Optimization exercise on an open flow, not production practice.
RTL: at most simulated, not proved equivalent.
Function not checked: run 1.
Power: default activity.

**design/flow/design.v**
```verilog
module mode_engine (
    input  wire         clk,
    input  wire         rst,           
    input  wire         cmd_valid,
    output wire         cmd_ready,
    input  wire [31:0]  cmd_word,
    input  wire [31:0]  len,
    input  wire [31:0]  aad_len,
    input  wire [127:0] iv,
    input  wire [127:0] tag_in,
    input  wire [7:0]   ksd,
    input  wire [7:0]   kst,
    input  wire [7:0]   ght,
    output wire         done,
    output wire [3:0]   result,
    output wire [127:0] tag_out,
    output wire         in_ready,
    input  wire         in_valid,
    input  wire [127:0] in_data,
    output wire         out_valid,
    output wire [127:0] out_data,
    output wire         bc_req,
    output wire         bc_dec,
    output wire [7:0]   bc_key,
    output wire [127:0] bc_in,
    input  wire         bc_ack,
    input  wire [127:0] bc_out,
    output wire         gh_req,
    output wire [7:0]   gh_key,
    output wire [127:0] gh_acc,
    output wire [127:0] gh_data,
    input  wire         gh_ack,
    input  wire [127:0] gh_out
);
    localparam [3:0] R_OK       = 4'h1;
    localparam [3:0] R_TAGGED   = 4'h2;
    localparam [3:0] R_VERIFIED = 4'h3;
    localparam [3:0] R_ERR_LEN  = 4'h8;
    localparam [3:0] R_ERR_AUTH = 4'h9;
    localparam [3:0] R_ERR_ILL  = 4'hA;
    localparam [2:0] S_IDLE  = 3'd0;
    localparam [2:0] S_DONE  = 3'd1;
    localparam [2:0] S_ERR   = 3'd2;    
    localparam [2:0] S_TWK   = 3'd3;    
    localparam [2:0] S_FETCH = 3'd4;    
    localparam [2:0] S_RUN   = 3'd5;    
    localparam [2:0] S_GCM   = 3'd6;
    localparam [1:0] P_AAD = 2'd0;      
    localparam [1:0] P_DAT = 2'd1;      
    localparam [1:0] P_LEN = 2'd2;      
    localparam [1:0] P_REL = 2'd3;      
    reg  [2:0]   state;
    reg  [1:0]   ph;
    reg          yp;        
    reg          fl;        
    reg          ekq;       
    reg          ekh;       
    reg          bcr;
    reg          ghr;
    reg  [28:0]  ctr;       
    reg  [3:0]   res;
    reg  [127:0] X;
    reg  [127:0] Y;
    wire       legal  = (cmd_word[31:3] == 29'h0) && (cmd_word[1:0] != 2'd0);
    wire       dir    = cmd_word[2];
    wire       is_cbc = (cmd_word[1:0] == 2'd1);
    wire       is_xts = (cmd_word[1:0] == 2'd2);
    wire       is_gcm = (cmd_word[1:0] == 2'd3);
    wire       len_nz = (len != 32'h0);
    wire       aad_nz = (aad_len != 32'h0);
    wire       lenbad = !len_nz || (len[3:0] != 4'h0);
    wire       idle   = (state == S_IDLE) || (state == S_DONE);
    wire       gcm    = (state == S_GCM);
    wire       bca    = bc_ack && bcr;
    wire       gha    = gh_ack && ghr;
    reg         last;
    wire [3:0]  L4    = (gcm && ph == P_AAD) ? aad_len[3:0] : len[3:0];
    wire        part  = last && (L4 != 4'h0);
    reg  [127:0] M;
    integer i;
    always @* begin
        for (i = 0; i < 16; i = i + 1)
            M[127 - 8*i -: 8] = (!part || (i < L4)) ? 8'hff : 8'h00;
    end
    function [127:0] dbl;
        input [127:0] t;
        reg   [127:0] v;
        integer k;
        begin
            for (k = 0; k < 16; k = k + 1)
                v[8*k +: 8] = t[127 - 8*k -: 8];
            v = {v[126:0], 1'b0} ^ (v[127] ? 128'h87 : 128'h0);
            for (k = 0; k < 16; k = k + 1)
                dbl[127 - 8*k -: 8] = v[8*k +: 8];
        end
    endfunction
    wire [127:0] dblY   = dbl(Y);
    wire [127:0] lenblk = {29'h0, aad_len, 3'h0, 29'h0, len, 3'h0};
    wire         gout = gcm && (ph == P_DAT || ph == P_REL) && !ekq;
    wire [127:0] G    = {128{bca}} & (gout ? M : {128{1'b1}});
    wire [127:0] oex  = (bc_out & G) ^ Y;
    wire         tag_ok = (X == 128'h0);
    wire gin = gcm && (ph != P_LEN) && !fl && !yp && (!ghr || gha);
    wire rin = bca && ((state == S_RUN && !last) || state == S_TWK);
    assign cmd_ready = idle;
    assign done      = (state == S_DONE);
    assign result    = res;
    assign tag_out   = X;
    assign in_ready  = (state == S_FETCH) || rin || gin;
    assign out_valid = bca && ((state == S_RUN) || (gcm && yp));
    assign out_data  = oex;
    assign bc_req = bcr;
    assign bc_dec = dir && (state == S_RUN);
    assign bc_key = (state == S_TWK) ? kst : ksd;
    assign bc_in  = (X & {128{state == S_RUN}}) |
                    ({iv[127:64], iv[63:32] & {32{gcm}}, 3'h0, ctr & {29{gcm}}} &
                     {128{state == S_TWK || gcm}});
    assign gh_req  = ghr;
    assign gh_key  = ght;
    assign gh_acc  = X & {128{gcm}};
    assign gh_data = (gcm && ph == P_LEN) ? lenblk : Y;
    reg xen, xa_in, xa_gh, xz_y, xz_bc, xz_dbl;
    reg yen, ys_in, ys_o, ys_x, ys_dbl, ys_iv, ys_tag;
    reg fin, fin_tag;
    reg [2:0]  n_state;
    reg [1:0]  n_ph;
    reg        n_yp, n_fl, n_ekq, n_ekh, n_bcr, n_ghr;
    reg [28:0] n_ctr;
    reg [3:0]  n_res;
    wire take = in_ready && in_valid;
    always @* begin
        xen = 1'b0; xa_in = 1'b0; xa_gh = 1'b0; xz_y = 1'b0; xz_bc = 1'b0; xz_dbl = 1'b0;
        yen = 1'b0; ys_in = 1'b0; ys_o = 1'b0; ys_x = 1'b0; ys_dbl = 1'b0; ys_iv = 1'b0; ys_tag = 1'b0;
        fin = 1'b0; fin_tag = 1'b0;
        n_state = state; n_ph = ph; n_yp = yp; n_fl = fl; n_ekq = ekq; n_ekh = ekh;
        n_bcr = bcr; n_ghr = ghr; n_ctr = ctr; n_res = res;
        case (state)
        S_IDLE, S_DONE: begin
            if (cmd_valid) begin
                n_ctr = 29'd2;
                if (!legal || (!is_gcm && lenbad)) begin
                    n_state = S_ERR;
                end else if (is_cbc) begin
                    yen = 1'b1; ys_iv = 1'b1;
                    n_state = S_FETCH;
                end else if (is_xts) begin
                    n_bcr = 1'b1;
                    n_state = S_TWK;
                end else begin
                    xen = 1'b1;                      
                    n_state = S_GCM;
                    if (aad_nz) begin
                        n_ph = P_AAD;
                    end else if (len_nz) begin
                        n_ph  = P_DAT;
                        n_bcr = !dir;
                    end else begin
                        n_ph  = P_LEN;
                        n_ctr = 29'd1;
                        n_bcr = 1'b1;
                        n_ekq = 1'b1;
                        n_ghr = 1'b1;
                        yen = dir; ys_tag = 1'b1;
                    end
                end
            end
        end
        S_ERR: begin
            n_res   = legal ? R_ERR_LEN : R_ERR_ILL;
            n_ctr   = 29'd0;
            n_state = S_DONE;
        end
        S_FETCH: begin
            if (in_valid) begin
                xen = 1'b1; xa_in = 1'b1; xz_y = !(is_cbc && dir);
                if (is_cbc && !dir) yen = 1'b1;      
                n_bcr   = 1'b1;
                n_state = S_RUN;
            end
        end
        S_TWK: begin
            if (bca) begin
                yen = 1'b1; ys_o = 1'b1;             
                if (in_valid) begin
                    xen = 1'b1; xa_in = 1'b1; xz_bc = 1'b1;
                    n_state = S_RUN;
                end else begin
                    n_bcr   = 1'b0;
                    n_state = S_FETCH;
                end
            end
        end
        S_RUN: begin
            if (bca) begin
                if (last) begin
                    n_res = R_OK;
                    fin   = 1'b1;
                end else begin
                    n_ctr = ctr + 29'd1;
                    if (is_cbc && !dir) begin
                        if (!in_valid) begin yen = 1'b1; ys_o = 1'b1; end
                    end else if (is_cbc) begin
                        yen = 1'b1; ys_x = 1'b1;
                    end else begin
                        yen = 1'b1; ys_dbl = 1'b1;
                    end
                    if (in_valid) begin
                        xen = 1'b1; xa_in = 1'b1;
                        xz_bc  = is_cbc && !dir;
                        xz_dbl = is_xts;
                    end else begin
                        n_bcr   = 1'b0;
                        n_state = S_FETCH;
                    end
                end
            end
        end
        S_GCM: begin
            if (take) begin
                yen = 1'b1; ys_in = 1'b1;
                if (ph == P_AAD || (ph == P_DAT && dir)) begin
                    n_ghr = 1'b1;
                    n_ctr = ctr + 29'd1;
                    if (last) begin
                        n_fl = 1'b1;
                        if (ph == P_AAD && len_nz) begin
                            n_ctr = 29'd2;
                            n_bcr = !dir;
                        end else begin
                            n_ctr = 29'd1;
                            n_bcr = 1'b1;
                            n_ekq = 1'b1;
                        end
                    end
                end else begin
                    n_yp = 1'b1;
                    if (last) n_fl = 1'b1;
                end
            end
            if (gha) begin
                if (ph == P_LEN) begin
                    if (ekh) begin
                        n_ghr = 1'b0;
                        xen = 1'b1; xa_gh = 1'b1; xz_y = 1'b1;    
                        if (!dir) begin
                            n_res = R_TAGGED;
                            fin = 1'b1; fin_tag = 1'b1;
                        end
                    end
                end else begin
                    xen = 1'b1; xa_gh = 1'b1;
                    if (!(take && (ph == P_AAD || dir))) n_ghr = 1'b0;
                    if (fl && !yp) begin
                        n_fl = 1'b0;
                        if (ph == P_AAD && len_nz) begin
                            n_ph = P_DAT;
                        end else begin
                            n_ph  = P_LEN;
                            n_ghr = 1'b1;
                            yen   = 1'b1;                    
                            ys_tag = dir;
                        end
                    end
                end
            end
            if (ph == P_LEN && ekh && !ghr) begin
                if (!tag_ok) begin
                    n_res = R_ERR_AUTH;
                    fin = 1'b1;
                end else if (!len_nz) begin
                    n_res = R_VERIFIED;
                    fin = 1'b1;
                end else begin
                    xen = 1'b1;                                  
                    yen = 1'b1;
                    n_ph  = P_REL;
                    n_ctr = 29'd2;
                    n_bcr = 1'b1;
                    n_ekh = 1'b0;
                    n_fl  = 1'b0;
                end
            end
            if (bca) begin
                if (ekq) begin
                    if (ph == P_LEN) begin
                        yen = 1'b1; ys_o = 1'b1;             
                        n_ekh = 1'b1;
                        n_ekq = 1'b0;
                        n_bcr = 1'b0;
                    end
                end else if (yp) begin
                    n_yp = 1'b0;
                    if (ph == P_DAT) begin
                        yen = 1'b1; ys_o = 1'b1;             
                        n_ghr = 1'b1;
                        if (fl) begin
                            n_ctr = 29'd1;
                            n_ekq = 1'b1;
                        end else begin
                            n_ctr = ctr + 29'd1;
                        end
                    end else begin
                        if (fl) begin
                            n_res = R_VERIFIED;
                            fin   = 1'b1;
                        end else begin
                            n_ctr = ctr + 29'd1;
                        end
                    end
                end
            end
        end
        default: n_state = S_IDLE;
        endcase
        if (fin) begin
            n_state = S_DONE;
            n_ph = P_AAD; n_yp = 1'b0; n_fl = 1'b0; n_ekq = 1'b0; n_ekh = 1'b0;
            n_bcr = 1'b0; n_ghr = 1'b0; n_ctr = 29'd0;
            if (!fin_tag) begin
                xen = 1'b1; xa_in = 1'b0; xa_gh = 1'b0;
                xz_y = 1'b0; xz_bc = 1'b0; xz_dbl = 1'b0;
            end
            yen = 1'b1; ys_in = 1'b0; ys_o = 1'b0; ys_x = 1'b0; ys_dbl = 1'b0; ys_iv = 1'b0; ys_tag = 1'b0;
        end
        if (rst) begin
            n_state = S_IDLE;
            n_ph = P_AAD; n_yp = 1'b0; n_fl = 1'b0; n_ekq = 1'b0; n_ekh = 1'b0;
            n_bcr = 1'b0; n_ghr = 1'b0; n_ctr = 29'd0; n_res = 4'h0;
            xen = 1'b1; xa_in = 1'b0; xa_gh = 1'b0; xz_y = 1'b0; xz_bc = 1'b0; xz_dbl = 1'b0;
            yen = 1'b1; ys_in = 1'b0; ys_o = 1'b0; ys_x = 1'b0; ys_dbl = 1'b0; ys_iv = 1'b0; ys_tag = 1'b0;
        end
    end
    wire [31:0] nL = (n_state == S_GCM && n_ph == P_AAD) ? aad_len : len;
    wire [28:0] nT = {1'b0, nL[31:4]} + ((nL[3:0] != 4'h0) ? 29'd2 : 29'd1);
    wire [127:0] xa = (in_data & {128{xen & xa_in}}) | (gh_out & {128{xen & xa_gh}}) |
                      (X & {128{!xen}});
    wire [127:0] xz = (Y & {128{xen & xz_y}}) | (bc_out & {128{xen & xz_bc}}) |
                      (dblY & {128{xen & xz_dbl}});
    wire [127:0] yn = (in_data & M & {128{yen & ys_in}}) | (oex & {128{yen & ys_o}}) |
                      (X & {128{yen & ys_x}}) | (dblY & {128{yen & ys_dbl}}) |
                      (iv & {128{yen & ys_iv}}) | (tag_in & {128{yen & ys_tag}}) |
                      (Y & {128{!yen}});
    always @(posedge clk) begin
        state <= n_state;
        ph    <= n_ph;
        yp    <= n_yp;
        fl    <= n_fl;
        ekq   <= n_ekq;
        ekh   <= n_ekh;
        bcr   <= n_bcr;
        ghr   <= n_ghr;
        ctr   <= n_ctr;
        last  <= (n_ctr == nT);
        res   <= n_res;
        X     <= xa ^ xz;
        Y     <= yn;
    end
endmodule
```
**design/flow/flow/run.sh**
```bash
#!/bin/bash
# Standard layout, with the port buffers made from the smallest buffer cell
# (buf_1) instead of the delay buffer buffer_ports picks by default.
set -euo pipefail
export BUFFER_PORTS_ARGS="-buffer_cell sky130_fd_sc_hd__buf_1"
bash standard.sh finish > standard.log 2>&1
```
**design/flow/standard.sh**
```bash
#!/bin/bash
# synth_recipe.tcl (not shown) runs the flow's synth.tcl, then flattens the netlist and writes it again
# the make line also repeats each setting of config.mk as NAME=value (left out here)
make -C /OpenROAD-flow-scripts/flow DESIGN_CONFIG=/design/flow/config.mk WORK_HOME=/design/flow/orfs CLKGATE_MAP_FILE= SYNTH_SCRIPT=/design/flow/synth_recipe.tcl "${@:-finish}"
```
**design/flow/config.mk**
```make
export PLATFORM = sky130hd
export DESIGN_NAME = mode_engine
export DESIGN_NICKNAME = mode_engine
export VERILOG_FILES = /design/flow/design.v
export SDC_FILE = /design/flow/constraint.sdc
export NUM_CORES = 4
export LEC_CHECK = 0
export CAP_MARGIN = 20
export CORE_AREA = 10 10 390 390
export CTS_BUF_LIST = sky130_fd_sc_hd__clkbuf_4 sky130_fd_sc_hd__clkbuf_8
export DIE_AREA = 0 0 400 400
export SLEW_MARGIN = 20
```
**design/flow/constraint.sdc**
```tcl
create_clock -name core_clock -period 10.0 [get_ports {clk}]
set_input_delay 2.0000 -clock core_clock [delete_from_list [all_inputs] [get_ports {clk}]]
set_output_delay 2.0000 -clock core_clock [all_outputs]
set_load 0.01 [all_outputs]
```
==> out/results.txt, run 1 <==
Derived from the worst setup path, the maximum achievable clock frequency is 0.1177 GHz. The number of flops mapped to enable cells by yosys is 0. The run gives 6.50 ns as the endpoint arrival time on the critical path. The synthesized netlist devotes 20.76% of its cell area to simple gates. The number of synthesis warnings is 1. The number of nets in the synthesized netlist is 3851. The synthesized netlist devotes 10.69% of its cell area to XOR and XNOR gates. Max-cap violations in this run came to 0. The logs give 0 for the count of final setup violators and 0 for the count of instances resized after the clock tree is built. Counting flops with an async set or reset pin after synthesis yields a share of 0%. The portion of synthesized area spent on multiplexers is 3.828%. The final routed wirelength across all metal layers came out at 325.0 mm.

CTS saw 301 sinks. The slew at the pin closest to its max-slew limit works out to 1.275 ns. The combinational family with the most area after synthesis was compound AO/OA/AOI/OAI gates. The number of global-route vias before repair is 37291, and the peak ir drop on the vdd network is 0.07276 mV. The number of top-level pins was 1433.

The tools report the startpoint type of the worst setup path as a flip-flop. The run gives 14.68% as the relative slew slack. The hold violation total from the final report was 0; the synthesized-area fraction occupied by ao, oa, aoi and oai cells was 35.23%.

TritonCTS built the clock tree. Cells with a size suffix above 1 make up 9.564% of the layout. The core region is 143500 um^2.

The switching power of the nets was 1.123 mW; the largest net degree at the start of global routing was 129. The routed design uses 46.92 mm of met3 wire. The largest driver fanout on the critical path is 28, and the detail-routed via count per cell is 6.217.

Critical path class: flip-flop to output port. The clock network latency to the later pin of the worst-skew pair is 0.77 ns. The overall global routing resource usage is 37.92%, and the number of synthesized register bits is 301. Prior to clock tree synthesis, the placed netlist has a worst setup slack of 1.458 ns. The floorplan step set the die width to 400 um. Starting density of the core: 17.57%. For the distinct cell type count of the synthesized netlist, the log shows 94. The run gives 25200 um^2 as the cell area after synthesis. The final critical delay including setup and external delays is 8.498 ns, and the static leakage is 11.39 nW. The post-layout utilization of the core was 24.40%. Dividing the detail-routed wire length by the instance count gives 50.09 um. Number of antenna violations at the first check in global routing: 179. The number of nets in the layout was 5201; the average instance area after synthesis was 8.193 um^2. The worst hold path belongs to the class flip-flop to flip-flop.

The main flop type after synthesis is dfxtp_1. Data on the critical path is required at its endpoint by 8.00 ns. At the end of routability-driven placement, the weighted congestion stood at 1.069.

The count of pins over their slew limit was 0. Internal power comes to 2.270 mW. The layout overhead on the synthesized area works out to 38.93%. The routed design uses 134.2 mm of met2 wire.

The remaining routing DRC violations was 0. The clock-pin transition on the worst setup and hold timing paths was 0.06 ns; the post-route clock period utilization was 84.98%. For this block, the initial DRC count from the detailed router was 8462. Between clock sinks in the finished design, the worst skew comes to 0.05641 ns. For the area of the die, the log shows 160000 um^2. Across all setup checks in the final design, the least slack found is 1.502 ns. The portion of total power attributed to sequential cells is 35.5%. The wire length of the first global-routing pass came out at 404.3 mm. Net switching is 33.10% of the power. The logs give 14 for the number of detailed-routing iterations run before antenna repair and 71 for the number of buffers added by the clock tree synthesis step.

The share of total power dissipated in the clock network is 50.9%. Of the total synthesized cell area, the portion taken by full adders, half adders and majority gates is 0.4766%. The endpoint kind of the worst setup timing path was an output port. In this run the core area contains 139 standard-cell rows. The via total after detailed routing is 40329. The flow ran to the end and the layout has no timing, DRC or antenna violations. The logs give 13.6% for the combinational share of power and 3076 for the synthesized instance count.

The H-tree was split into 3 levels. After clock tree synthesis, the setup repair step added 0 buffers. The vertical extent of the die came out at 400 um. The count of nets left with antenna violations once routing finished came out at 0.

The highest metal layer used by the detailed router is met5. Of the synthesized area, sequential elements account for 23.91%. Counting along the longest clock path gives a buffer depth of 3. Post-DP HPWL: 266.2 mm.

For the sum of overflow across all layers after global routing, the log shows 0. The tree is rooted in a clkbuf_8. For this design, the CTS-stage hold fixing added 0 buffers. Setup repair after global routing left no endpoint under its margin. During placement, the flow inserted port buffers numbering 1416.

The routed length on met1 is 116.9 mm, and the setup TNS is 0 ns. Total power divided by cell area: 96.92 nW/um^2.
## metrics by stage
| stage | std cells | hold WS, ns | instance area, um^2 | total power [mW] |
|---|---|---|---|---|
| after floorplan | 3076 | 0.4882 | 25200 | 1.344 |
| after global placement | 6251 | 0.4642 | 33120 | 1.667 |
| after detailed placement | 6255 | 0.4780 | 33210 | 1.667 |
| after CTS | 6377 | 0.4867 | 34730 | 3.381 |
| after global routing | 6434 | 0.5123 | 34880 | 3.437 |
| final | 6487 | 0.4868 | 35010 | 3.394 |
## power by group through the flow
stage | sequential [mW] | combinational, mW | clock (mW)
after global placement | 1.23 | 0.436 | 0
after detailed placement | 1.23 | 0.435 | 0
after global routing | 1.21 | 0.460 | 1.77
final | 1.21 | 0.460 | 1.73
after floorplan | 1.23 | 0.115 | 0
after CTS | 1.21 | 0.437 | 1.74
## layout by cell type, fill, tap and decap left out, drive strengths merged, types with 90 or more instances in the layout
cell type / Yosys / layout
buf: 56 / 1567
nand2: 384 / 384
a222oi: 361 / 361
dfxtp: 301 / 301
a22o: 233 / 233
and2: 208 / 208
xnor2: 159 / 159
xor2: 146 / 146
a221oi: 112 / 112
clkbuf: 235 / 112
diode: 0 / 109
nor2: 92 / 92
nand3: 90 / 90
## critical path, cell delays in order (launching register included)
cell and delay [ns]:
dfxtp_1 0.79, and3b_4 0.59, nand2_1 0.42, mux2i_1 0.84, nand2_1 0.27, o21a_1 0.37
and2_1 0.32, a21oi_2 0.78, a21o_1 0.41, nand2_1 0.12, xnor2_1 0.36, buf_1 0.44
## cell type report
| type | instances | area, um^2 |
|---|---|---|
| Clock inverter | 11 | 142.6 |
| Fill cell | 16360 | 108500 |
| Clock buffer | 111 | 1378 |
| Timing Repair Buffer | 1568 | 6573 |
| Sequential cell | 301 | 6026 |
| Tap cell | 1903 | 2381 |
| Inverter | 22 | 82.58 |
| Antenna cell | 109 | 272.8 |
| Multi-Input combinational cell | 2462 | 18160 |
## path summary, 6_finish.rpt
check / slack, ns / start / end / depth (start not counted)
max: 1.50 / state[1]$_DFF_P_ / out_data[82] / 11
min reg2reg: 0.49 / res[2]$_SDFFE_PP0P_ / res[2]$_SDFFE_PP0P_ / 1
min: 0.49 / res[2]$_SDFFE_PP0P_ / res[2]$_SDFFE_PP0P_ / 1
max reg2reg: 2.35 / X[75]$_DFF_P_ / last$_DFF_P_ / 23
## sequential cells by signal, indices dropped and copies added (netlist names), 2 cells and up
signal,flops
X,128
Y,128
ctr,29
res,4
state,3
ph,2
## Yosys cell counts, types with 9 or more instances
cell type / instances / area (um^2)
a211oi_1: 11 / 82.58
mux2i_1: 21 / 210.2
a21oi_1: 81 / 405.4
xor2_1: 146 / 1279
buf_1: 19 / 71.32
buf_2: 18 / 90.09
dfxtp_1: 301 / 6026
nand3_1: 89 / 445.4
and4_1: 9 / 78.83
clkbuf_1: 235 / 882.1
and3_1: 20 / 125.1
inv_1: 22 / 82.58
a22o_1: 233 / 2041
nor2_1: 90 / 337.8
nand4_1: 52 / 325.3
a31oi_1: 24 / 150.1
buf_4: 14 / 105.1
xnor2_1: 159 / 1393
a221oi_1: 111 / 972.2
or3_1: 12 / 75.07
mux2_2: 67 / 754.5
nor4_1: 64 / 400.4
o21ai_0: 53 / 265.3
nor3_1: 36 / 180.2
o211ai_1: 10 / 75.07
and2_1: 208 / 1301
nand2b_1: 11 / 68.82
a222oi_1: 361 / 3613
nand2_1: 382 / 1434
a22oi_1: 57 / 427.9
a21o_1: 10 / 75.07
## cell families after synthesis
| family | count (synthesis) |
|---|---|
| adder cells (fa/ha/maj) | 9 |
| buffers and inverters | 313 |
| AO/OA/AOI/OAI | 1033 |
| AND/OR/NAND/NOR | 1026 |
| XOR/XNOR | 306 |
| multiplexers | 88 |
| flip-flops | 301 |
## metal layers
metal  vias to the layer above  track usage (%)
met3                       966            18.05
met1                     19958            43.92
li1                      15205                -
met2                      4122            55.36
met5                         -            1.755
met4                        78            24.45
==> inputs of run 2 (changes only) <==
--- a/design/flow/design.v
+++ b/design/flow/design.v
@@ -265,17 +265,17 @@
             end
             if (ph == P_LEN && ekh && !ghr) begin
                 if (!tag_ok) begin
-                    n_res = R_ERR_AUTH;
-                    fin = 1'b1;
+                    if (!bcr || bca) begin
+                        n_res = R_ERR_AUTH;
+                        fin = 1'b1;
+                    end
                 end else if (!len_nz) begin
                     n_res = R_VERIFIED;
                     fin = 1'b1;
                 end else begin
                     xen = 1'b1;                                  
                     yen = 1'b1;
-                    n_ph  = P_REL;
-                    n_ctr = 29'd2;
-                    n_bcr = 1'b1;
+                    n_ph  = P_REL;                   
                     n_ekh = 1'b0;
                     n_fl  = 1'b0;
                 end
@@ -286,7 +286,8 @@
                         yen = 1'b1; ys_o = 1'b1;             
                         n_ekh = 1'b1;
                         n_ekq = 1'b0;
-                        n_bcr = 1'b0;
+                        n_ctr = 29'd2;
+                        n_bcr = dir && len_nz;
                     end
                 end else if (yp) begin
                     n_yp = 1'b0;
==> design/flow/flow/run.sh (replaced) <==
#!/bin/bash
# The standard layout (standard.sh, ORFS's own scripts) with two changes:
#  - ABC maps the logic with an area-oriented script (flow/abc.script) in
#    place of abc_speed.script; everything else in synthesis is unchanged,
#    so the registers are the standard synthesis's;
#  - the port buffers are the smallest buffer cell (buf_1) instead of the
#    delay buffer buffer_ports picks by default. Every port still gets one.
# Output: make's log in standard.log, each step's log under orfs/logs/.
set -euo pipefail
here="$(cd "$(dirname "$0")" && pwd)"
rm -rf scripts
cp -r "$FLOW_HOME/scripts" scripts
cp "$here/abc.script" scripts/abc_speed.script
export BUFFER_PORTS_ARGS="-buffer_cell sky130_fd_sc_hd__buf_1"
bash standard.sh SCRIPTS_DIR="$PWD/scripts" finish > standard.log 2>&1
==> design/flow/flow/abc.script (new file) <==
strash
&get -n
&st
&synch2
&if -K 6 -a
&mfs
&st
&synch2
&if -K 6 -a
&mfs
&st
&dch
&nf -a
&put
topo
stime -c
--- a/design/flow/config.mk
+++ b/design/flow/config.mk
@@ -6,7 +6,7 @@
 export NUM_CORES = 4
 export LEC_CHECK = 0
 export CAP_MARGIN = 20
-export CORE_AREA = 10 10 390 390
+export CORE_AREA = 10 10 510 510
 export CTS_BUF_LIST = sky130_fd_sc_hd__clkbuf_4 sky130_fd_sc_hd__clkbuf_8
-export DIE_AREA = 0 0 400 400
-export SLEW_MARGIN = 20
+export DIE_AREA = 0 0 520 520
+export SLEW_MARGIN = 40
==> out/results.txt, run 2 <==
The run finished with no timing, DRC or antenna violations. In the final layout, the registers with the most flip-flops are X: 128 flops, Y: 128 flops, ctr: 29 flops. For the total nets after synthesis, the log shows 3411 (-11%).

Number of detailed-routing iterations run before antenna repair: 13 (-1). The distinct cell type count of the synthesized netlist was 62 (-34%). For the routed length on met1, the log shows 131.5 mm (+12%).

By area the synthesized netlist is led by dfxtp_1 26%, a222oi_1 21%, a22o_1 6.4%, nand2_1 6.3%, xnor2_1 6.1%. By startpoint and endpoint, the worst setup path is classified as primary input to flip-flop. The number of buffers inserted for hold repair after clock tree synthesis was 0 (unchanged). The startpoint type of the worst setup path is a primary input. Number of buffer cells added on primary ports: 1416 (unchanged). The sum of overflow across all layers after global routing was 0 (unchanged); the relative slew slack was 32.79% (+18 points). The total core area is 248700 um^2 (+73%). The library cells used most frequently in the layout, excluding fill and tap cells, are 1406 x buf_1, 470 x a222oi_1, 379 x nand2_1. For the starting density of the core, the log shows 9.217% (-8.3 points). The overall global routing resource usage came out at 24.78% (-13 points).

The tools report the area occupied by multi-input gates as 17140 um^2 (-5.6%). The post-DP HPWL is 300.2 mm (+13%). The run gives 80 (-38%) as the largest net degree at the start of global routing. The total design power was 4.041 mW (+19%); the vertical extent of the die was 520 um (+30%). The cell area after synthesis was 22920 um^2 (-9.1%). The fraction of final layout cells sized beyond drive strength 1 works out to 8.851% (-0.71 points). The post-route clock period utilization came out at 80.19% (-4.8 points). The peak ir drop on the vdd network is 0.09359 mV (+29%), and the final worst setup slack is 1.981 ns (+0.4792 ns).

The internal power of the cells came out at 2.462 mW (+8.4%). Among all cell types in the netlist, the one instantiated most often is a222oi_1. For the via total after detailed routing, the log shows 38962 (-3.4%). The worst-case clock buffer depth is 3 (unchanged). The routed wire length on met3 was 53.51 mm (+14%); the number of buffers added by the clock tree synthesis step was 75 (+5.6%).

The area taken by flip-flops and latches was 6037 um^2 (+0.19%); the count of final setup violators was 0 (unchanged). The average instance area after synthesis works out to 8.695 um^2 (+6.1%). The number of antenna violations at the first check in global routing is 304 (+70%). The number of synthesized register bits was 301 (unchanged); the worst slack on hold paths was 0.4841 ns (-0.002748 ns). The detail-routed via count per cell works out to 4.963 (-20%). Signal routing reaches up to met5.

The final worst clock skew is 0.08590 ns (+0.02949 ns). For the number of synthesis warnings, the log shows 1 (unchanged). The commonest cells after synthesis are 470 x a222oi_1, 384 x nand2_1, 301 x dfxtp_1. The run gives 1.304 ns (-0.1543 ns) as the worst slack at placement. The run gives 0 (unchanged) as the count of pins over their slew limit. The clock network latency to the later pin of the worst-skew pair was 0.87 ns (+0.10 ns); the die width was 520 um (+30%). The count of maximum capacitance violations is 0 (unchanged), and the average wire per standard cell is 45.71 um (-8.7%). The number of top-level pins is 1433 (unchanged), and the total power divided by cell area is 111.2 nW/um^2 (+15%). Wire length of the first global-routing pass: 437.6 mm (+8.2%).

Switching power of the nets: 1.579 mW (+41%). The final critical delay including setup and external delays was 8.019 ns (-0.4792 ns). The logs give 5081 (-2.3%) for the number of nets in the layout and 10.78 ns (+2.78 ns) for the required time at the worst-slack endpoint. The row count is 183 (+32%), and the combinational share of power is 20.5% (+6.9 points).

The share of synthesized flip-flops with an asynchronous set or reset works out to 0% (unchanged). The H-tree depth is 3 (unchanged). TritonCTS built the clock tree. The part of the total power dissipated in the clock network is 45.8% (-5.1 points), and the layout overhead on the synthesized area is 58.59%.

The min-delay analysis places its worst path in the category flip-flop to flip-flop. Setup repair after global routing left no endpoint under its margin. For the weighted congestion at the end of routability-driven global placement, the log shows 0.9859 (-7.8%). The buffer type at the clock tree root is clkbuf_8. The share of total power consumed by net switching was 39.07% (+6.0 points); the number of global-route vias before repair was 35247 (-5.5%). The slew at the pin closest to its max-slew limit was 0.9989 ns (-0.2762 ns). The worst setup path is captured at a flip-flop. Sequential fraction of the synthesis area: 26.29% (+2.4 points). For the static leakage, the log shows 11.54 nW (+1.3%). The run gives 0 (unchanged) as the number of buffers added for setup after CTS.

The tools report the count of instances resized after the clock tree is built as 0 (unchanged). The total number of clock tree sinks is 301 (unchanged), and the number of flops mapped to enable cells by yosys is 0 (unchanged). The largest total area in the synthesized netlist belongs to dfxtp_1.

The run gives 8.79 ns (+2.29 ns) as the endpoint arrival time on the critical path. The largest driver fanout on the critical path is 32 (+14%), and the synthesized instance count is 2636 (-14%). The clock-pin transition on the worst setup and hold timing paths came out at 0.06 ns (about the same).

The main flop type after synthesis is dfxtp_1. Top cell type's share of synthesized area: 26.29% (+2.4 points). The detailed router's first-iteration violation count is 8767 (+3.6%), and the hold violation total from the final report is 0 (unchanged). The run gives 28958 (+77%) as the final-layout fill cell count.

The length of routed met2 wiring was 156.8 mm (+17%). The maximum clock rate is 0.1247 GHz (+6.0%), and the final routed wirelength across all metal layers is 358.9 mm (+10%). Portion of total power attributed to sequential cells: 33.8% (-1.7 points). The area of the die is 270400 um^2 (+69%).

The library cell used most frequently in the layout, excluding fill and tap cells, is buf_1. The post-route antenna net violation count is 0 (unchanged). The run gives 0 (unchanged) as the remaining routing DRC violations.
## run 2: cell type report
type / instances / area share [%]
diodes: 160 / 1.102
flip-flops and latches: 301 / 16.61
clock inverters: 22 / 0.6540
well taps: 3330 / 11.46
inverters: 22 / 0.2272
clock buffers: 110 / 3.890
multi-input cells: 2305 / 47.16
repair buffers: 1601 / 18.90
## run 2: final timing paths
| check | from | end | slack, ns | depth (start not counted) |
|---|---|---|---|---|
| worst max-delay path | len[8] | last$_DFF_P_ | 1.98 | 18 |
| worst min register to register | res[2]$_SDFFE_PP0P_ | res[2]$_SDFFE_PP0P_ | 0.48 | 1 |
| worst min-delay path | res[2]$_SDFFE_PP0P_ | res[2]$_SDFFE_PP0P_ | 0.48 | 1 |
| worst max register to register | X[24]$_DFF_P_ | last$_DFF_P_ | 2.42 | 17 |
## run 2: critical path: stages
cell      delay [ns]
buf_1           0.23
buf_4           0.28
nor4_1          0.60
nand4_1         0.29
nor2_1          0.54
nor3_1          0.13
o41a_1          0.33
a211oi_1        0.43
nand4b_1        0.21
nor4_4          0.43
buf_4           0.52
mux2i_1         0.45
nand4_1         0.25
or4_1           0.69
o31a_1          0.33
or4_1           0.41
or4_1           0.42
nor3_1          0.18
## run 2: cells by family after synthesis
| group | synth area share (%) |
|---|---|
| AOI/OAI and AO/OA | 34.26 |
| xor gates and xnor gates | 11.58 |
| adders and majority gates | 0.5241 |
| buffers and inverters | 0.6224 |
| DFF | 26.29 |
| muxes | 5.104 |
| and+or+nand+nor | 21.62 |
## run 2: metrics by stage
stage          cell area (um^2)  cells  TNS (ns)  util, %
6_report                  36350   7851         0    14.62
5_1_grt                   36120   7761         0    14.53
4_1_cts                   35910   7689         0    14.44
3_5_place_dp              34260   7557         0    13.78
3_3_place_gp              34010   7548         0    13.68
2_1_floorplan             23010   2636   -272.96        -
## run 2: power groups by stage
stage / clock network (mW) / logic, mW / registers [mW]
floorplan: 0 / 0.263 / 1.32
global placement: 0 / 0.817 / 1.39
detailed placement: 0 / 0.821 / 1.39
CTS: 1.89 / 0.825 / 1.36
global route: 1.93 / 0.859 / 1.37
finish: 1.85 / 0.827 / 1.36
## run 2: layer usage
layer	vias to the layer above	global-route usage (%)
li1	14925	-
met1	19217	28.21
met2	3826	38.41
met3	822	13.85
met4	172	9.699
met5	-	0
Testbench counts of run 2, summed over its fixed seeds: cycles 35,847.
==> inputs of run 3 (changes only) <==
--- a/design/flow/config.mk
+++ b/design/flow/config.mk
@@ -6,7 +6,7 @@
 export NUM_CORES = 4
 export LEC_CHECK = 0
 export CAP_MARGIN = 20
-export CORE_AREA = 10 10 510 510
+export CORE_AREA = 10 10 390 390
 export CTS_BUF_LIST = sky130_fd_sc_hd__clkbuf_4 sky130_fd_sc_hd__clkbuf_8
-export DIE_AREA = 0 0 520 520
-export SLEW_MARGIN = 40
+export DIE_AREA = 0 0 400 400
+export SLEW_MARGIN = 20
==> out/results.txt, run 3 <==
The peak ir drop on the vdd network came out at 0.07984 mV (-15%). The clock network latency to the later pin of the worst-skew pair came out at 0.77 ns (-0.10 ns). The post-route antenna net violation count was 0 (unchanged). The average wire per standard cell is 46.89 um (+2.6%), and the share of synthesized flip-flops with an asynchronous set or reset is 0% (unchanged).

The count of maximum capacitance violations was 0 (unchanged); the final routed wirelength across all metal layers was 294.2 mm (-18%). The tools report the setup TNS as 0 ns (unchanged). Post-route clock period utilization: 86.44% (+6.3 points). Row count: 139 (-24%). The run gives 0 (unchanged) as the count of final setup violators. The die width is 400 um (-23%), and the total design power is 3.766 mW (-6.8%).

The logs give 0.1157 GHz (-7.2%) for the maximum clock rate and 9571 (+9.2%) for the detailed router's first-iteration violation count. The area of all placed cells without fillers is 33570 um^2 (-7.6%). For the number of synthesis warnings, the log shows 1 (unchanged). For this run, the leading register cell type out of synthesis is dfxtp_1. Number of detailed-routing iterations run before antenna repair: 15 (+2). The number of buffers added for setup after CTS was 0 (unchanged). Number of top-level pins: 1433 (unchanged). The combined buffer and inverter count along the critical path was 2 (-1); the largest driver fanout on the critical path was 45 (+41%). The area of the die is 160000 um^2 (-41%). The routed wire length on met3 was 52.29 mm (-2.3%); the count of instances resized after the clock tree is built was 0 (unchanged). The number of synthesized register bits works out to 301 (unchanged). Number of placed instances with taps included: 6088 (-19%).

By count the netlist is led by 470 x a222oi_1, 384 x nand2_1, 301 x dfxtp_1. The distinct cell type count of the synthesized netlist was 62 (unchanged); the number of buffers added by the clock tree synthesis step was 69 (-8.0%). STA classifies the critical path startpoint as a primary input.

The slew at the pin closest to its max-slew limit works out to 1.356 ns (+0.3570 ns). The largest net degree at the start of global routing is 129 (+61%), and the synthesized instance count is 2636 (unchanged). The number of buffers inserted for hold repair after clock tree synthesis is 0 (unchanged), and the count of pins over their slew limit is 0 (unchanged).

The detail-routed via count per cell works out to 6.151 (+24%). The wire length of the first global-routing pass came out at 366.4 mm (-16%). For the relative slew slack, the log shows 9.606% (-23 points). TritonCTS built the clock tree. The static leakage was 11.09 nW (-3.8%).

Fraction of final layout cells sized beyond drive strength 1: 6.794% (-2.1 points). dfxtp_1 takes more of the synthesized area than any other cell. The top cell type's share of synthesized area is 26.29% (unchanged).

The library cell used most frequently in the layout, excluding fill and tap cells, is buf_1. The final worst clock skew was 0.07721 ns (-0.008684 ns); the length of routed met2 wiring was 113.8 mm (-27%). The starting density of the core is 15.97% (+6.8 points).

The number of antenna violations at the first check in global routing came out at 134 (-56%). The cell area after synthesis came out at 22920 um^2 (unchanged). The total power divided by cell area came out at 112.2 nW/um^2 (+0.91%).

Critical path's top delay family: simple AND/OR/NAND/NOR gates. The run gives 35395 (+0.42%) as the number of global-route vias before repair. Traced cell by cell, the critical path runs through buf_1, nor4_1, nand4_1, o21ai_0, a2111o_1, nor4b_1, or3_1, and4_1, nor4_4, buf_4, mux2i_1, o2111ai_1, nor4_1, a21oi_1, or4_1, or4_1, nor3_1. The post-DP HPWL was 237.9 mm (-21%).

In the final layout, the registers with the most flip-flops are X: 128 flops, Y: 128 flops, ctr: 29 flops. The largest stage delay on the critical path was 0.98 ns (+0.29 ns). Most common cell in the netlist: a222oi_1.

Among all stages on the critical path, the largest delay is contributed by nor4_1. The highest metal layer carrying signal wires in the routed design is met5. The tools report the non-filler instance count after layout as 6275 (-20%). By area the synthesized netlist is led by dfxtp_1 26%, a222oi_1 21%, a22o_1 6.4%, nand2_1 6.3%, xnor2_1 6.1%. The worst-case clock buffer depth came out at 3 (unchanged).

By startpoint and endpoint, the worst setup path is classified as primary input to flip-flop. Number of nets in the layout: 5031 (-0.98%). Total core area: 143500 um^2 (-42%). The sequential fraction of the synthesis area was 26.29% (unchanged); the placed cell area was 31960 um^2 (-6.7%).

The clock-pin transition on the worst setup and hold timing paths works out to 0.06 ns (about the same). The remaining routing DRC violations is 0 (unchanged). Clock tree synthesis selected as its root buffer the cell clkbuf_8. The H-tree depth was 3 (unchanged); the weighted congestion at the end of routability-driven global placement was 1.061 (+7.6%). The run gives 9.32 ns (+0.53 ns) as the endpoint arrival time on the critical path. In the layout the commonest cells are 1415 x buf_1, 470 x a222oi_1, 381 x nand2_1. The final critical delay including setup and external delays is 8.644 ns (+0.6256 ns), and the required time at the worst-slack endpoint is 10.68 ns (-0.10 ns). The hold violation total from the final report is 0 (unchanged), and the average instance area after synthesis is 8.695 um^2 (unchanged). For the sum of overflow across all layers after global routing, the log shows 0 (unchanged). Setup repair after global routing left no endpoint under its margin.

The tools report the routed length on met1 as 107.8 mm (-18%). The run finished with no timing, DRC or antenna violations. The tools report the overall global routing resource usage as 34.10% (+9.3 points). The layout overhead on the synthesized area was 46.48%; the via total after detailed routing was 38596 (-0.94%). The path type of the worst min-delay path is flip-flop to flip-flop.

The number of flops mapped to enable cells by yosys came out at 0 (unchanged). The total number of clock tree sinks was 301 (unchanged); the total nets after synthesis was 3411 (unchanged). The final-layout fill cell count came out at 16403 (-43%). The vertical extent of the die was 400 um (-23%). Number of buffer cells added on primary ports: 1416 (unchanged).

STA classifies the critical path endpoint as a flip-flop.
==> run 3: cell types whose count changed in the layout (fill, tap and decap cells not counted), moves of 8 or more <==
cell,before,now
diode_2,160,74
buf_2,9,1
buf_1,1406,1415
clkbuf_8,94,82
buf_4,169,134
==> run 3: where the power goes <==
part	total, mW	switching (mW)	internal [mW]	leakage (nW)
sequential	1.35	0.112	1.24	2.45
clock	1.63	0.757	0.876	0.746
combinational	0.780	0.556	0.223	7.90
==> run 3: layout make-up <==
type                       instances  area [um^2]  area share [%]
antenna                           74        185.2          0.5516
clock buffer                      97         1241           3.697
clock inverter                    16        182.7          0.5441
inverter                          22        82.58          0.2460
multi-input combinational       2305        17020           50.69
sequential                       301         6030           17.96
tap                             1903         2381           7.092
timing repair buffer            1557         6454           19.22
==> run 3: worst paths after layout <==
path	from	cells after the start	endpoint	slack [ns]
min reg2reg	res[2]$_SDFFE_PP0P_	1	res[2]$_SDFFE_PP0P_	0.48
max reg2reg	state[1]$_DFF_P_	17	last$_DFF_P_	2.26
min	res[2]$_SDFFE_PP0P_	1	res[2]$_SDFFE_PP0P_	0.48
max	len[5]	17	last$_DFF_P_	1.36
==> run 3: cells by family after synthesis <==
family	after synthesis	share of synthesized area, %
fa+ha+maj	9	0.5241
xor+xnor	303	11.58
flops	301	26.29
mux	108	5.104
compound gates	879	34.26
simple gates	1006	21.62
buf+inv	30	0.6224
==> run 3: per-layer routing <==
layer,track usage (%),vias up
li1,-,14692
met1,40.91,18912
met2,46.30,4071
met3,20.90,849
met4,18.30,72
met5,0.6657,-
==> run 3: metrics by stage <==
| step | util, % | setup WS [ns] | hold slack, ns |
|---|---|---|---|
| finish | 23.40 | 1.356 | 0.4773 |
| global route | 23.33 | 1.175 | 0.5031 |
| CTS | 23.27 | 1.500 | 0.4806 |
| detailed placement | 22.27 | 0.6560 | 0.4713 |
| global placement | 22.23 | 0.08769 | 0.4657 |
| floorplan | - | -1.320 | 0.4774 |
==> inputs of run 4 (changes only) <==
--- a/design/flow/config.mk
+++ b/design/flow/config.mk
@@ -7,6 +7,8 @@
 export LEC_CHECK = 0
 export CAP_MARGIN = 20
 export CORE_AREA = 10 10 390 390
-export CTS_BUF_LIST = sky130_fd_sc_hd__clkbuf_4 sky130_fd_sc_hd__clkbuf_8
+export CTS_BUF_LIST = sky130_fd_sc_hd__clkbuf_8 sky130_fd_sc_hd__clkbuf_16
+export CTS_CLUSTER_DIAMETER = 120
+export CTS_CLUSTER_SIZE = 24
 export DIE_AREA = 0 0 400 400
 export SLEW_MARGIN = 20
==> out/results.txt, run 4 <==
The average wire per standard cell is 47.25 um (+0.76%), and the slew at the pin closest to its max-slew limit is 1.282 ns (-0.07438 ns). The logs give 34876 (-1.5%) for the number of global-route vias before repair and 237.9 mm (unchanged) for the post-DP HPWL. Largest net degree at the start of global routing: 129 (unchanged).

The detail-routed via count per cell is 6.194 (+0.70%), and the distinct cell type count of the synthesized netlist is 62 (unchanged). STA classifies the critical path startpoint as a primary input. Total design power: 3.350 mW (-11%). The clock-pin transition on the worst setup and hold timing paths works out to 0.10 ns (+0.04 ns).

The required time at the worst-slack endpoint is 10.58 ns (-0.10 ns). The tree is rooted in a clkbuf_16. Critical path's top delay family: simple AND/OR/NAND/NOR gates.

The average instance area after synthesis is 8.695 um^2 (unchanged). The weighted congestion at the end of routability-driven global placement is 1.061 (unchanged). The sequential fraction of the synthesis area is 26.29% (unchanged). TritonCTS built the clock tree. The total power divided by cell area was 101.5 nW/um^2 (-9.6%). Number of flops mapped to enable cells by yosys: 0 (unchanged). The tools report the overall global routing resource usage as 33.80% (-0.30 points). Number of detailed-routing iterations run before antenna repair: 14 (-1).

For the final routed wirelength across all metal layers, the log shows 292.8 mm (-0.49%). The final worst clock skew is 0.05739 ns (-0.01982 ns), and the number of synthesized register bits is 301 (unchanged). The tools report the final worst setup slack as 1.251 ns (-0.1049 ns). The tools report the number of nets in the layout as 4986 (-0.89%).

The worst-case clock buffer depth was 3 (unchanged). Layout overhead on the synthesized area: 44.09%. Largest stage delay on the critical path: 0.98 ns (about the same). Sorting the synthesized cells by how often they occur yields 470 x a222oi_1, 384 x nand2_1, 301 x dfxtp_1. For the total number of clock tree sinks, the log shows 301 (unchanged). Critical path class: primary input to flip-flop.

Summed over all instances, the cell type with the most area after synthesis is dfxtp_1. The die width came out at 400 um (unchanged). The largest driver fanout on the critical path came out at 45 (unchanged). The worst slack at placement came out at 0.6560 ns (unchanged). The critical path goes through buf_1, nor4_1, nand4_1, o21ai_0, a2111o_1, nor4b_1, or3_1, and4_1, nor4_4, buf_4, mux2i_1, o2111ai_1, nor4_1, a21oi_1, or4_1, or4_1, nor3_1.

In the synthesized netlist the dominant register cell turns out to be dfxtp_1. The hold violation total from the final report came out at 0 (unchanged). For the area of the die, the log shows 160000 um^2 (unchanged). Vertical extent of the die: 400 um (unchanged). The endpoint arrival time on the critical path came out at 9.33 ns (about the same).

The wire length of the first global-routing pass is 364.5 mm (-0.52%), and the remaining routing DRC violations is 0 (unchanged). The clock network latency to the later pin of the worst-skew pair was 0.68 ns (-0.09 ns). The largest registers in the layout are X: 128 flops, Y: 128 flops, ctr: 29 flops. The run gives 38382 (-0.55%) as the via total after detailed routing. The post-route clock period utilization came out at 87.49% (+1.0 points). The cell area after synthesis was 22920 um^2 (unchanged); the post-route antenna net violation count was 0 (unchanged). The largest individual stage delay along the critical path comes from the cell nor4_1. The count of pins over their slew limit is 0 (unchanged). The run finished with no timing, DRC or antenna violations.

Top cell type's share of synthesized area: 26.29% (unchanged). The number of synthesis warnings was 1 (unchanged); the number of buffers added by the clock tree synthesis step was 24 (-65%). The tools report the sum of overflow across all layers after global routing as 0 (unchanged). The placed cell area was 31960 um^2 (unchanged); the detailed router's first-iteration violation count was 10111 (+5.6%). For the number of antenna violations at the first check in global routing, the log shows 134 (unchanged).

The logs give 0 (unchanged) for the number of buffers inserted for hold repair after clock tree synthesis and 143500 um^2 (unchanged) for the total core area. The run gives 0 (unchanged) as the count of maximum capacitance violations. The count of final setup violators was 0 (unchanged); the combined buffer and inverter count along the critical path was 2 (unchanged). Endpoint kind of the worst setup timing path: a flip-flop. The register-to-register setup slack is 2.31 ns (+0.05 ns), and the relative slew slack is 14.57% (+5.0 points). The number of top-level pins is 1433 (unchanged). The run gives 0.1269 mV (+59%) as the peak ir drop on the vdd network.

By area the synthesized netlist is led by dfxtp_1 26%, a222oi_1 21%, a22o_1 6.4%, nand2_1 6.3%, xnor2_1 6.1%. The starting density of the core is 15.97% (unchanged). The number of buffers added for setup after CTS came out at 0 (unchanged).

Yosys instantiated no cell more often than a222oi_1. The final critical delay including setup and external delays is 8.749 ns (+0.1049 ns). The path class of the tightest hold or removal check is flip-flop to flip-flop. The library cell used most frequently in the layout, excluding fill and tap cells, is buf_1.

The maximum clock rate was 0.1143 GHz (-1.2%). The logs give 139 (unchanged) for the row count and 2636 (unchanged) for the synthesized instance count. The number of buffer cells added on primary ports works out to 1416 (unchanged). The run gives 10.77 nW (-2.9%) as the static leakage. The tools report the H-tree depth as 1 (-2). Setup repair after global routing left no endpoint under its margin. The fraction of final layout cells sized beyond drive strength 1 was 5.251% (-1.5 points); the area of all placed cells without fillers was 33020 um^2 (-1.6%). The share of synthesized flip-flops with an asynchronous set or reset is 0% (unchanged). The total nets after synthesis is 3411 (unchanged).

The tools report the count of instances resized after the clock tree is built as 0 (unchanged). Leaving out fill and tap cells, the most frequent cells in the layout are 1415 x buf_1, 470 x a222oi_1, 381 x nand2_1.
==> run 4: cell count changes in the layout (fill, tap and decap cells not counted), moves of 2 or more <==
cell | previous run | this run
bufinv_16 | 3 | 1
clkbuf_16 | 0 | 24
clkbuf_4 | 15 | 0
clkbuf_8 | 82 | 1
clkinv_2 | 6 | 0
clkinv_8 | 0 | 6
diode_2 | 74 | 66
inv_16 | 0 | 2
==> run 4: final cells by class <==
type                    count  area [um^2]
multi-input cells        2305        17020
clock buffers              25        614.3
repair buffers           1557         6454
flip-flops and latches    301         6030
well taps                1903         2381
inverters                  22        82.58
fillers                 16416       110500
diodes                     66        165.2
clock inverters            18        280.3
==> run 4: cells by family (layout without fill, tap and decap cells) <==
logic type | after synthesis | in the layout | synth area share (%)
XOR/XNOR | 303 | 303 | 11.58
other | 0 | 66 | 0
buffers and inverters | 30 | 1622 | 0.6224
flip-flops | 301 | 301 | 26.29
AO/OA/AOI/OAI | 879 | 879 | 34.26
adder cells (fa/ha/maj) | 9 | 9 | 0.5241
AND/OR/NAND/NOR | 1006 | 1006 | 21.62
multiplexers | 108 | 108 | 5.104
==> run 4: where the power goes <==
part | switching (mW) | internal, mW | total [mW]
registers | 0.111 | 1.24 | 1.35
clock network | 0.700 | 0.519 | 1.22
logic | 0.558 | 0.223 | 0.781
total | 1.37 | 1.98 | 3.35
==> run 4: stage by stage <==
step                std cells  setup TNS [ns]  hold slack (ns)  util, %
global route             6162               0           0.5073    22.96
global placement         6084               0           0.4657    22.23
floorplan                2636         -272.96           0.4774        -
detailed placement       6088               0           0.4713    22.27
CTS                      6131               0           0.4854    22.90
finish                   6197               0           0.4826    23.02
==> run 4: worst paths after layout <==
kind	start	endpoint	cells after the start
max	len[5]	last$_DFF_P_	17
min	res[2]$_SDFFE_PP0P_	res[2]$_SDFFE_PP0P_	1
max reg2reg	state[1]$_DFF_P_	last$_DFF_P_	17
min reg2reg	res[2]$_SDFFE_PP0P_	res[2]$_SDFFE_PP0P_	1
==> run 4: per-layer routing <==
layer / up-vias / global-route usage [%] / wire length [um]
met1: 18833 / 41.72 / 108400
li1: 14568 / - / -
met2: 4088 / 46.32 / 113900
met5: - / 0.5749 / 573
met3: 821 / 19.15 / 51370
met4: 72 / 16.63 / 18570
==> inputs of run 5 (changes only) <==
--- a/design/flow/config.mk
+++ b/design/flow/config.mk
@@ -8,7 +8,7 @@
 export CAP_MARGIN = 20
 export CORE_AREA = 10 10 390 390
 export CTS_BUF_LIST = sky130_fd_sc_hd__clkbuf_8 sky130_fd_sc_hd__clkbuf_16
-export CTS_CLUSTER_DIAMETER = 120
-export CTS_CLUSTER_SIZE = 24
+export CTS_CLUSTER_DIAMETER = 80
+export CTS_CLUSTER_SIZE = 16
 export DIE_AREA = 0 0 400 400
 export SLEW_MARGIN = 20
==> out/results.txt, run 5 <==
The run finished with no timing, DRC or antenna violations. Number of antenna violations at the first check in global routing: 134 (unchanged). The top cell type's share of synthesized area works out to 26.29% (unchanged).

The library cell used most frequently in the layout, excluding fill and tap cells, is buf_1. The detail-routed via count per cell was 6.177 (-0.26%); the number of buffers added by the clock tree synthesis step was 38 (+58%). The maximum clock rate is 0.1137 GHz (-0.53%), and the weighted congestion at the end of routability-driven global placement is 1.061 (unchanged). Peak ir drop on the vdd network: 0.1024 mV (-19%).

For the final routed wirelength across all metal layers, the log shows 293.5 mm (+0.25%). For this design, the slowest cell found on the critical path is nor4_1. The count of maximum capacitance violations is 0 (unchanged), and the setup TNS is 0 ns (unchanged). The final critical delay including setup and external delays was 8.796 ns (+0.04653 ns). The logs give 2636 (unchanged) for the synthesized instance count and 33.90% (+0.10 points) for the overall global routing resource usage. The average instance area after synthesis works out to 8.695 um^2 (unchanged). The vertical extent of the die was 400 um (unchanged); the layout overhead on the synthesized area was 46.36%. The hold violation total from the final report was 0 (unchanged); the number of detailed-routing iterations run before antenna repair was 14 (unchanged). The run gives 3.776 mW (+13%) as the total design power. The row count was 139 (unchanged). The largest registers in the layout are X: 128 flops, Y: 128 flops, ctr: 29 flops. The number of top-level pins is 1433 (unchanged).

The logs give 13.11% (-1.5 points) for the relative slew slack and 26.29% (unchanged) for the sequential fraction of the synthesis area. The number of global-route vias before repair was 35221 (+0.99%); the final worst setup slack was 1.204 ns (-0.04653 ns). The number of buffer cells added on primary ports is 1416 (unchanged), and the number of flops mapped to enable cells by yosys is 0 (unchanged). The top cell types in the final layout, fill and taps aside, are 1415 x buf_1, 470 x a222oi_1, 381 x nand2_1. The tools report the static leakage as 11.03 nW (+2.4%).

Number of synthesized register bits: 301 (unchanged). The run gives 143500 um^2 (unchanged) as the total core area. The run gives 16397 (-0.12%) as the final-layout fill cell count. Remaining routing DRC violations: 0 (unchanged).

The post-DP HPWL is 237.9 mm (unchanged). The average wire per standard cell was 47.09 um (-0.34%). The slew at the pin closest to its max-slew limit is 1.303 ns (+0.02177 ns). The worst setup path is launched from a primary input.

For the wire length of the first global-routing pass, the log shows 365.2 mm (+0.20%). The run gives 3 (unchanged) as the worst-case clock buffer depth. The share of synthesized flip-flops with an asynchronous set or reset is 0% (unchanged), and the H-tree depth is 2 (+1). The post-route clock period utilization was 87.96% (+0.47 points). The number of buffers inserted for hold repair after clock tree synthesis came out at 0 (unchanged). Final worst clock skew: 0.05241 ns (-0.004978 ns).

Largest net degree at the start of global routing: 129 (unchanged). For the via total after detailed routing, the log shows 38509 (+0.33%). For the detailed router's first-iteration violation count, the log shows 9706 (-4.0%). The path type of the worst min-delay path was flip-flop to flip-flop. The number of synthesis warnings was 1 (unchanged).

The signal on the critical path passes through buf_1, nor4_1, nand4_1, o21ai_0, a2111o_1, nor4b_1, or3_1, and4_1, nor4_4, buf_4, mux2i_1, o2111ai_1, nor4_1, a21oi_1, or4_1, or4_1, nor3_1. The largest stage delay on the critical path was 0.96 ns (-0.02 ns); the count of pins over their slew limit was 0 (unchanged). Ranked by instance count, the synthesized netlist is headed by 470 x a222oi_1, 384 x nand2_1, 301 x dfxtp_1. The largest driver fanout on the critical path was 45 (unchanged); the distinct cell type count of the synthesized netlist was 62 (unchanged). The most common cell in the netlist was a222oi_1. The endpoint arrival time on the critical path is 9.35 ns (+0.02 ns), and the post-route antenna net violation count is 0 (unchanged).

Setup repair after global routing left no endpoint under its margin. The tools report the count of final setup violators as 0 (unchanged). The die width was 400 um (unchanged); the required time at the worst-slack endpoint was 10.55 ns (-0.03 ns). The tree is rooted in a clkbuf_16. The largest total area in the synthesized netlist belongs to dfxtp_1.

The total power divided by cell area was 112.6 nW/um^2 (+11%). The number of buffers added for setup after CTS was 0 (unchanged). By area the synthesized netlist is led by dfxtp_1 26%, a222oi_1 21%, a22o_1 6.4%, nand2_1 6.3%, xnor2_1 6.1%.

The run gives 0.66 ns (-0.02 ns) as the clock network latency to the later pin of the worst-skew pair. The tools report the endpoint kind of the worst setup timing path as a flip-flop. The fraction of final layout cells sized beyond drive strength 1 is 5.805% (+0.55 points), and the clock-pin transition on the worst setup and hold timing paths is 0.07 ns (-0.03 ns). By startpoint and endpoint, the worst setup path is classified as primary input to flip-flop. For the total nets after synthesis, the log shows 3411 (unchanged). The area of the die was 160000 um^2 (unchanged). Starting density of the core: 15.97% (unchanged). The tools report the count of instances resized after the clock tree is built as 0 (unchanged). The logs give 0.6560 ns (unchanged) for the worst slack at placement and 5000 (+0.28%) for the number of nets in the layout. The most used flip-flop cell after synthesis is dfxtp_1. The run gives 301 (unchanged) as the total number of clock tree sinks. The cell area after synthesis is 22920 um^2 (unchanged).

The sum of overflow across all layers after global routing is 0 (unchanged). TritonCTS built the clock tree.
-- run 5: cell counts after synthesis --
Identical to the previous run, type by type.
-- run 5: per-stage QoR --
stage	hold WS (ns)	instances	instance area [um^2]	util, %
6_report	0.4772	6234	33550	23.38
4_1_cts	0.4810	6158	33350	23.24
5_1_grt	0.5031	6196	33450	23.31
2_1_floorplan	0.4774	2636	23010	-
3_5_place_dp	0.4713	6088	31960	22.27
3_3_place_gp	0.4657	6084	31890	22.23
-- run 5: where the power goes --
part	leakage [nW]	switching [mW]	total (mW)	internal [mW]
clock network	0.683	0.794	1.65	0.854
registers	2.45	0.110	1.35	1.24
logic	7.90	0.555	0.778	0.223
total	11.0	1.46	3.78	2.32
-- run 5: worst max-delay path: cells and delay by family --
family | cells | cell delay, ns
and+or+nand+nor | 10 | 4.67
AOI/OAI and AO/OA | 4 | 1.42
buffers and inverters | 2 | 0.86
muxes | 1 | 0.37
-- run 5: kinds of logic (layout without fill, tap and decap cells) --
kind of cell	count (synthesis)	after routing	share of synthesized area, %
buf+inv	30	1649	0.6224
fa+ha+maj	9	9	0.5241
mux	108	108	5.104
simple gates	1006	1006	21.62
other cells	0	76	0
compound gates	879	879	34.26
flops	301	301	26.29
xor+xnor	303	303	11.58
-- run 5: path summary, 6_finish.rpt --
path / from / endpoint / slack (ns) / depth (start not counted)
setup / recovery: len[5] / last$_DFF_P_ / 1.20 / 17
hold / removal: res[2]$_SDFFE_PP0P_ / res[2]$_SDFFE_PP0P_ / 0.48 / 1
setup reg to reg: state[1]$_DFF_P_ / last$_DFF_P_ / 2.32 / 17
hold reg to reg: res[2]$_SDFFE_PP0P_ / res[2]$_SDFFE_PP0P_ / 0.48 / 1
-- run 5: area by class of cell --
cell class | instances | area (um^2) | area share (%)
diodes | 76 | 190.2 | 0.5669
clock buffers | 39 | 964.7 | 2.876
inverters | 22 | 82.58 | 0.2462
well taps | 1903 | 2381 | 7.098
multi-input cells | 2305 | 17020 | 50.73
repair buffers | 1557 | 6454 | 19.24
clock inverters | 31 | 426.7 | 1.272
flip-flops and latches | 301 | 6030 | 17.97
-- run 5: metal layers --
| metal | GRT usage [%] | up-vias | wire, um |
|---|---|---|---|
| met4 | 18.51 | 72 | 18860 |
| li1 | - | 14628 | - |
| met1 | 41.16 | 19020 | 109300 |
| met5 | 1.573 | - | 450 |
| met3 | 19.80 | 777 | 50340 |
| met2 | 45.91 | 4012 | 114600 |
==> inputs of run 6 (changes only) <==
--- a/design/flow/config.mk
+++ b/design/flow/config.mk
@@ -8,7 +8,8 @@
 export CAP_MARGIN = 20
 export CORE_AREA = 10 10 390 390
 export CTS_BUF_LIST = sky130_fd_sc_hd__clkbuf_8 sky130_fd_sc_hd__clkbuf_16
-export CTS_CLUSTER_DIAMETER = 80
-export CTS_CLUSTER_SIZE = 16
+export CTS_CLUSTER_DIAMETER = 100
+export CTS_CLUSTER_SIZE = 20
 export DIE_AREA = 0 0 400 400
+export PLACE_DENSITY = 0.7
 export SLEW_MARGIN = 20
==> out/results.txt, run 6 <==
Total nets after synthesis: 3411 (unchanged). The largest net degree at the start of global routing came out at 77 (-40%). The worst setup path is launched from a primary input. The clock-pin transition on the worst setup and hold timing paths is 0.09 ns (+0.02 ns).

The number of detailed-routing iterations run before antenna repair is 13 (-1). The average wire per standard cell is 46.80 um (-0.61%). The logs give 160000 um^2 (unchanged) for the area of the die and 0.66 ns (about the same) for the clock network latency to the later pin of the worst-skew pair.

Walking the worst path, the cells encountered are buf_1, nor4_4, o21ai_0, a2111o_1, o311a_1, or3_1, and4_1, nor4_4, buf_4, mux2i_1, nand4_1, or4_1, o31a_1, or4_1, or4_1, nor3_1. Most common cell in the netlist: a222oi_1. The final worst clock skew is 0.04061 ns (-0.01180 ns). Remaining routing DRC violations: 0 (unchanged). The critical path capture point was last$_DFF_P_.

The part of the total power dissipated in the clock network is 36.4% (-7.3 points). Leaving out fill and tap cells, the most frequent cell in the layout is buf_1. The register-to-register setup slack was 2.55 ns (+0.23 ns). The depth of the critical timing path with buffers and inverters included came out at 16 (-1). For the count of maximum capacitance violations, the log shows 0 (unchanged).

The H-tree depth was 1 (-1). The slew at the pin closest to its max-slew limit was 1.171 ns (-0.1327 ns). The hold violation total from the final report was 0 (unchanged). The count of instances resized after the clock tree is built came out at 0 (unchanged).

The share of synthesized flip-flops with an asynchronous set or reset is 0% (unchanged), and the overall global routing resource usage is 33.44% (-0.46 points). Setup repair after global routing left no endpoint under its margin. The tools report the worst slack on hold paths as 0.4882 ns (+0.01106 ns). In the post-synthesis netlist, the biggest area contributors are dfxtp_1 26%, a222oi_1 21%, a22o_1 6.4%, nand2_1 6.3%, xnor2_1 6.1%.

The number of top-level pins is 1433 (unchanged), and the post-route clock period utilization is 83.86% (-4.1 points). TritonCTS built the clock tree. The logs give 26.29% (unchanged) for the sequential fraction of the synthesis area and 22.92% (-0.46 points) for the post-layout utilization of the core.

The synthesized instance count was 2636 (unchanged); the final worst setup slack was 1.614 ns (+0.4094 ns). The run gives 9458 (-2.6%) as the detailed router's first-iteration violation count. The logs give 10.57 ns (+0.02 ns) for the required time at the worst-slack endpoint and 38260 (-0.65%) for the via total after detailed routing. The switching power of the nets is 1.311 mW (-10%), and the worst-case clock buffer depth is 3 (unchanged).

The cell area after synthesis was 22920 um^2 (unchanged). The count of final setup violators is 0 (unchanged), and the number of buffer cells added on primary ports is 1416 (unchanged). The run gives 0.1401 mV (+37%) as the peak ir drop on the vdd network. Endpoint kind of the worst setup timing path: a flip-flop. For the static leakage, the log shows 10.75 nW (-2.5%). In this run the clock root is driven by a clkbuf_16. The logs give 0 (unchanged) for the post-route antenna net violation count and 23.2% (+2.6 points) for the combinational share of power. Reg-to-reg critical path startpoint: X[71]$_DFF_P_. The total design power is 3.347 mW (-11%), and the total number of clock tree sinks is 301 (unchanged). The average instance area after synthesis came out at 8.695 um^2 (unchanged). The top cell type's share of synthesized area was 26.29% (unchanged).

Among cell families on the critical path, the largest total delay comes from simple AND/OR/NAND/NOR gates. For the number of buffers added by the clock tree synthesis step, the log shows 24 (-37%). The number of buffers added for setup after CTS was 0 (unchanged).

The startpoint of the most critical hold path is res[2]$_SDFFE_PP0P_. The destination of the worst register-to-register timing path is last$_DFF_P_. The flow ran to the end and the layout has no timing, DRC or antenna violations. The tools report the sum of overflow across all layers after global routing as 0 (unchanged). The distinct cell type count of the synthesized netlist is 62 (unchanged).

The worst slack at placement is 1.112 ns (+0.4561 ns). The biggest area contributor in the post-synthesis netlist is dfxtp_1. Launch point of the critical path: len[0]. Number of antenna violations at the first check in global routing: 137 (+2.2%).

The detail-routed via count per cell came out at 6.184 (+0.11%). Layout overhead on the synthesized area: 43.51%. The number of global-route vias before repair was 35254 (+0.094%). The vertical extent of the die is 400 um (unchanged). The critical path class is primary input to flip-flop.

The number of synthesis warnings was 1 (unchanged); the starting density of the core was 15.97% (unchanged). The count of pins over their slew limit is 0 (unchanged). In this run the worst hold path is classified as flip-flop to flip-flop. The tools report the row count as 139 (unchanged). The total power divided by cell area is 101.7 nW/um^2 (-9.6%). The critical path's slowest cell was nor4_4. After synthesis, the most frequently instantiated cells are 470 x a222oi_1, 384 x nand2_1, 301 x dfxtp_1. In the layout the commonest cells are 1410 x buf_1, 470 x a222oi_1, 381 x nand2_1. For the final-layout fill cell count, the log shows 16394 (-0.018%).

The largest driver fanout on the critical path was 47 (+4.4%); the die width was 400 um (unchanged). The tools report the final routed wirelength across all metal layers as 289.6 mm (-1.4%). The number of buffers inserted for hold repair after clock tree synthesis was 0 (unchanged). The number of nets in the layout is 4979 (-0.42%). The largest stage delay on the critical path came out at 0.84 ns (-0.12 ns). The combined buffer and inverter count along the critical path is 2 (unchanged), and the wire length of the first global-routing pass is 362.5 mm (-0.75%). The run gives 17010 um^2 (about the same) as the area occupied by multi-input gates. The largest registers in the layout are X: 128 flops, Y: 128 flops, ctr: 29 flops. The post-DP HPWL was 239.1 mm (+0.50%); the fraction of final layout cells sized beyond drive strength 1 was 5.116% (-0.69 points). The relative slew slack came out at 21.96% (+8.8 points). The internal power of the cells was 2.036 mW (-12%); the final critical delay including setup and external delays was 8.386 ns (-0.4094 ns). The number of synthesized register bits was 301 (unchanged). The number of flops mapped to enable cells by yosys was 0 (unchanged); the weighted congestion at the end of routability-driven global placement was 1.062 (+0.14%). For this run, the leading register cell type out of synthesis is dfxtp_1.

The endpoint arrival time on the critical path is 8.96 ns (-0.39 ns). The area taken by flip-flops and latches is 6030 um^2 (unchanged), and the maximum clock rate is 0.1192 GHz (+4.9%).
[run 6: changes by cell type in the layout (fill, tap and decap cells not counted), moves of 3 or more]
cell / before / now
diode_2: 76 / 62
clkbuf_16: 38 / 25
clkinv_8: 8 / 2
buf_1: 1415 / 1410
buf_12: 6 / 1
clkinv_2: 3 / 0
inv_8: 4 / 1
[run 6: cell families after synthesis]
logic type / count (synthesis) / synth area share, %
mux: 108 / 5.104
buf+inv: 30 / 0.6224
fa+ha+maj: 9 / 0.5241
flops: 301 / 26.29
xor+xnor: 303 / 11.58
simple gates: 1006 / 21.62
compound gates: 879 / 34.26
[run 6: worst register-to-register path, stage by stage, from the launching register on]
cell,delay (ns)
dfxtp_1,0.52
nor4_1,0.86
nand4_1,0.20
nor4_1,0.54
nand2_1,0.41
o21ai_0,0.35
a21o_1,0.31
nand4_1,0.21
nor4_4,0.43
buf_4,0.63
mux2i_1,0.47
nand4_1,0.24
or4_1,0.79
o31a_1,0.37
or4_1,0.41
or4_1,0.43
nor3_1,0.18
[run 6: worst min-delay path by stage]
stage | to | slack [ns] | cells after the start
floorplan | ekh$_SDFFE_PP0P_ | 0.48 | 2
global placement | res[2]$_SDFFE_PP0P_ | 0.47 | 1
detailed placement | res[2]$_SDFFE_PP0P_ | 0.47 | 1
CTS | res[2]$_SDFFE_PP0P_ | 0.48 | 1
global route | res[2]$_SDFFE_PP0P_ | 0.51 | 1
finish | res[2]$_SDFFE_PP0P_ | 0.49 | 1
[run 6: power groups by stage]
stage / clock network [mW] / logic, mW / registers, mW
5_1_grt: 1.24 / 0.791 / 1.36
2_1_floorplan: 0 / 0.263 / 1.32
4_1_cts: 1.21 / 0.746 / 1.35
6_report: 1.22 / 0.776 / 1.35
3_5_place_dp: 0 / 0.742 / 1.37
3_3_place_gp: 0 / 0.740 / 1.37
[run 6: metal layers]
layer | part of all wire, % | track usage, % | vias up
met5 | 0.14 | 0 | -
met4 | 6.8 | 17.21 | 62
met3 | 17 | 19.11 | 822
met2 | 39 | 46.47 | 4092
met1 | 36 | 40.43 | 18741
li1 | - | - | 14543
[run 6: area by class of cell]
type                            instances  share of cell area [%]
Antenna cell                           62                  0.4717
Sequential cell                       301                   18.33
Timing Repair Buffer                 1550                   19.31
Tap cell                             1903                   7.239
Clock inverter                         16                  0.6619
Inverter                               22                  0.2511
Clock buffer                           28                   2.028
Multi-Input combinational cell       2305                   51.71
[run 6: per-stage QoR]
| step | TNS, ns | instance area [um^2] | instances |
|---|---|---|---|
| 2_1_floorplan | -272.96 | 23010 | 2636 |
| 3_3_place_gp | 0 | 31790 | 6078 |
| 3_5_place_dp | 0 | 31850 | 6081 |
| 4_1_cts | 0 | 32740 | 6125 |
| 5_1_grt | 0 | 32800 | 6151 |
| 6_report | 0 | 32890 | 6187 |
